This is an optimization exercise on Yosys and OpenROAD, whose aim is small area, a short achievable clock period and few clock cycles, not a production implementation.
In this exercise RTL edits were held to simulation tests only and were not proved equivalent to the original.

== run A ==
// resolve_core
module resolve_core (
    input  wire        clk,
    input  wire        rst,             
    input  wire        start,
    input  wire [9:0]  cand_lag,
    input  wire [9:0]  lag_min,
    input  wire [9:0]  max_dist,
    input  wire [7:0]  subthr_pct,
    output reg         busy,
    output reg  [9:0]  dt_addr,
    input  wire [9:0]  dt_data,
    output reg         done,
    output reg         err,
    output wire [9:0]  corr_lag,
    output wire [9:0]  divisor
);
Settings: LEC_CHECK=0, CAP_MARGIN=5, CORE_MARGIN=2, CORE_UTILIZATION=50, SETUP_SLACK_MARGIN=5, SLEW_MARGIN=5, TNS_END_PERCENT=100; clock period 10.0 ns.
standard.sh (not shown) runs the stock make flow with config.mk's settings and CLKGATE_MAP_FILE= SYNTH_SCRIPT=/design/flow/synth_recipe.tcl, a recipe that flattens the netlist after the stock synthesis.
==> flow/flow/run.sh <==
#!/bin/bash
# The standard layout, with plain buffers (buf_2) on the ports instead of the
# buffer ORFS picks by default. Everything else is the standard flow.
set -euo pipefail
export BUFFER_PORTS_ARGS="-buffer_cell sky130_fd_sc_hd__buf_2"
bash standard.sh > standard.log 2>&1
The flow did not stop early for run A: all stages ran, and the layout cleared the timing, DRC and antenna checks.
Testbench counts of run A, summed over its fixed seeds: cycles 9,371.
#### Input delta (run B over run A)
- setting ABC_CLOCK_PERIOD_IN_PS to 4000 for the first time
- changing SLEW_MARGIN from 5 to 20
- changing CAP_MARGIN from 5 to 20
==> flow/run.sh (new file) <==
#!/bin/bash
# synth_recipe.tcl (not shown) runs the flow's synth.tcl, then flattens the netlist and writes it again
# the make line also repeats each setting of config.mk as NAME=value (left out here)
make -C /OpenROAD-flow-scripts/flow DESIGN_CONFIG=/design/flow/config.mk WORK_HOME=/design/flow/orfs CLKGATE_MAP_FILE= SYNTH_SCRIPT=/design/flow/synth_recipe.tcl finish
removed: flow/flow/run.sh
removed: flow/standard.sh
## What came out
When run B is measured against run A, its non-clock buffer count turns out 11% higher. [compare] base=run A new=run B: post-CTS setup repair buffer count up 3. On run B: minimum period implied by the final worst setup slack is 0.092 ns higher than what run A gave. Die area of run B is on par with run A. The lower final antenna diode count of run A and run B is in run A. Delta (run B minus run A): core utilization rose 2.3 points, maximum number of pins on one net before global-route repair fell 4.7%. Setup slack of the critical path after layout was lower in run B than in run A.
Setup changes, run B to run C
- removing ABC_CLOCK_PERIOD_IN_PS (formerly 4000)
- changing SLEW_MARGIN from 20 to 5
- setting CTS_BUF_LIST to sky130_fd_sc_hd__clkbuf_8 for the first time
- changing CAP_MARGIN from 20 to 5
==> flow/flow/run.sh (new file) <==
#!/bin/bash
# The standard layout, with plain buffers (buf_2) on the ports instead of the
# buffer ORFS picks by default. Everything else is the standard flow.
set -euo pipefail
export BUFFER_PORTS_ARGS="-buffer_cell sky130_fd_sc_hd__buf_2"
bash standard.sh > standard.log 2>&1
==> flow/standard.sh (new file) <==
#!/bin/bash
# synth_recipe.tcl (not shown) runs the flow's synth.tcl, then flattens the netlist and writes it again
# the make line also repeats each setting of config.mk as NAME=value (left out here)
make -C /OpenROAD-flow-scripts/flow DESIGN_CONFIG=/design/flow/config.mk WORK_HOME=/design/flow/orfs CLKGATE_MAP_FILE= SYNTH_SCRIPT=/design/flow/synth_recipe.tcl "${@:-finish}"
removed: flow/run.sh
The setup slack of run C is larger than that of run B. Run C ends up with lower post-synthesis to final-layout area growth than run B does. Run C ends up with a global-route met1 utilization that is 1.7 points higher than in run B. Between run B and run C, design area decreased. Looking at category of the critical setup timing path, the register to register result is from run B; the input port to register one comes from run C.
Changes in run D relative to run C:
- CTS_BUF_LIST now sky130_fd_sc_hd__clkbuf_8 sky130_fd_sc_hd__clkbuf_4, was sky130_fd_sc_hd__clkbuf_8
==> comparison <==
Per the comparison of run D with run C, clock buffer count now larger, clock transition at the register clock pins on the worst setup and hold paths after CTS comparable, final routed wirelength across all metal layers comparable.

-- what the ideal ports hide --
Ports are ideal in the flow. The routed layouts listed here were re-timed in OpenROAD. Step 1 (the two cells are an assumption about what drives the block):
set clk [get_ports {clk}]
set_driving_cell -lib_cell sky130_fd_sc_hd__clkbuf_16 $clk
set_driving_cell -lib_cell sky130_fd_sc_hd__buf_2 [delete_from_list [all_inputs] $clk]
Step 2 adds t to the input delays and takes it off the output delays; t is the mean of the earliest and latest rising clock arrival at the registers after step 1. Input paths then give back, and output paths get back, about the clock's delay inside the block. a / b / c = no drivers / after step 1 / after step 2; a / b = the first two.
run | t, ns | slack for setup (ns) | worst setup path at the end | clock arrival spread, ns | cell pins on the clock port's net
run A | 0.510 | 5.087 / 5.119 / 4.616 | input to register | 0.013 / 0.013 | 1
run B | 0.511 | 4.995 / 4.995 / 4.596 | input to register | 0.018 / 0.018 | 1
run C | 0.573 | 5.130 / 5.165 / 4.592 | input to register | 0.028 / 0.028 | 1
run D | 0.575 | 5.063 / 5.096 / 4.522 | input to register | 0.022 / 0.023 | 1
After both steps every run listed still meets setup and hold. For run D, which loses most, drivers alone change the setup slack by +0.033 ns; drivers and shift together by -0.541 ns.
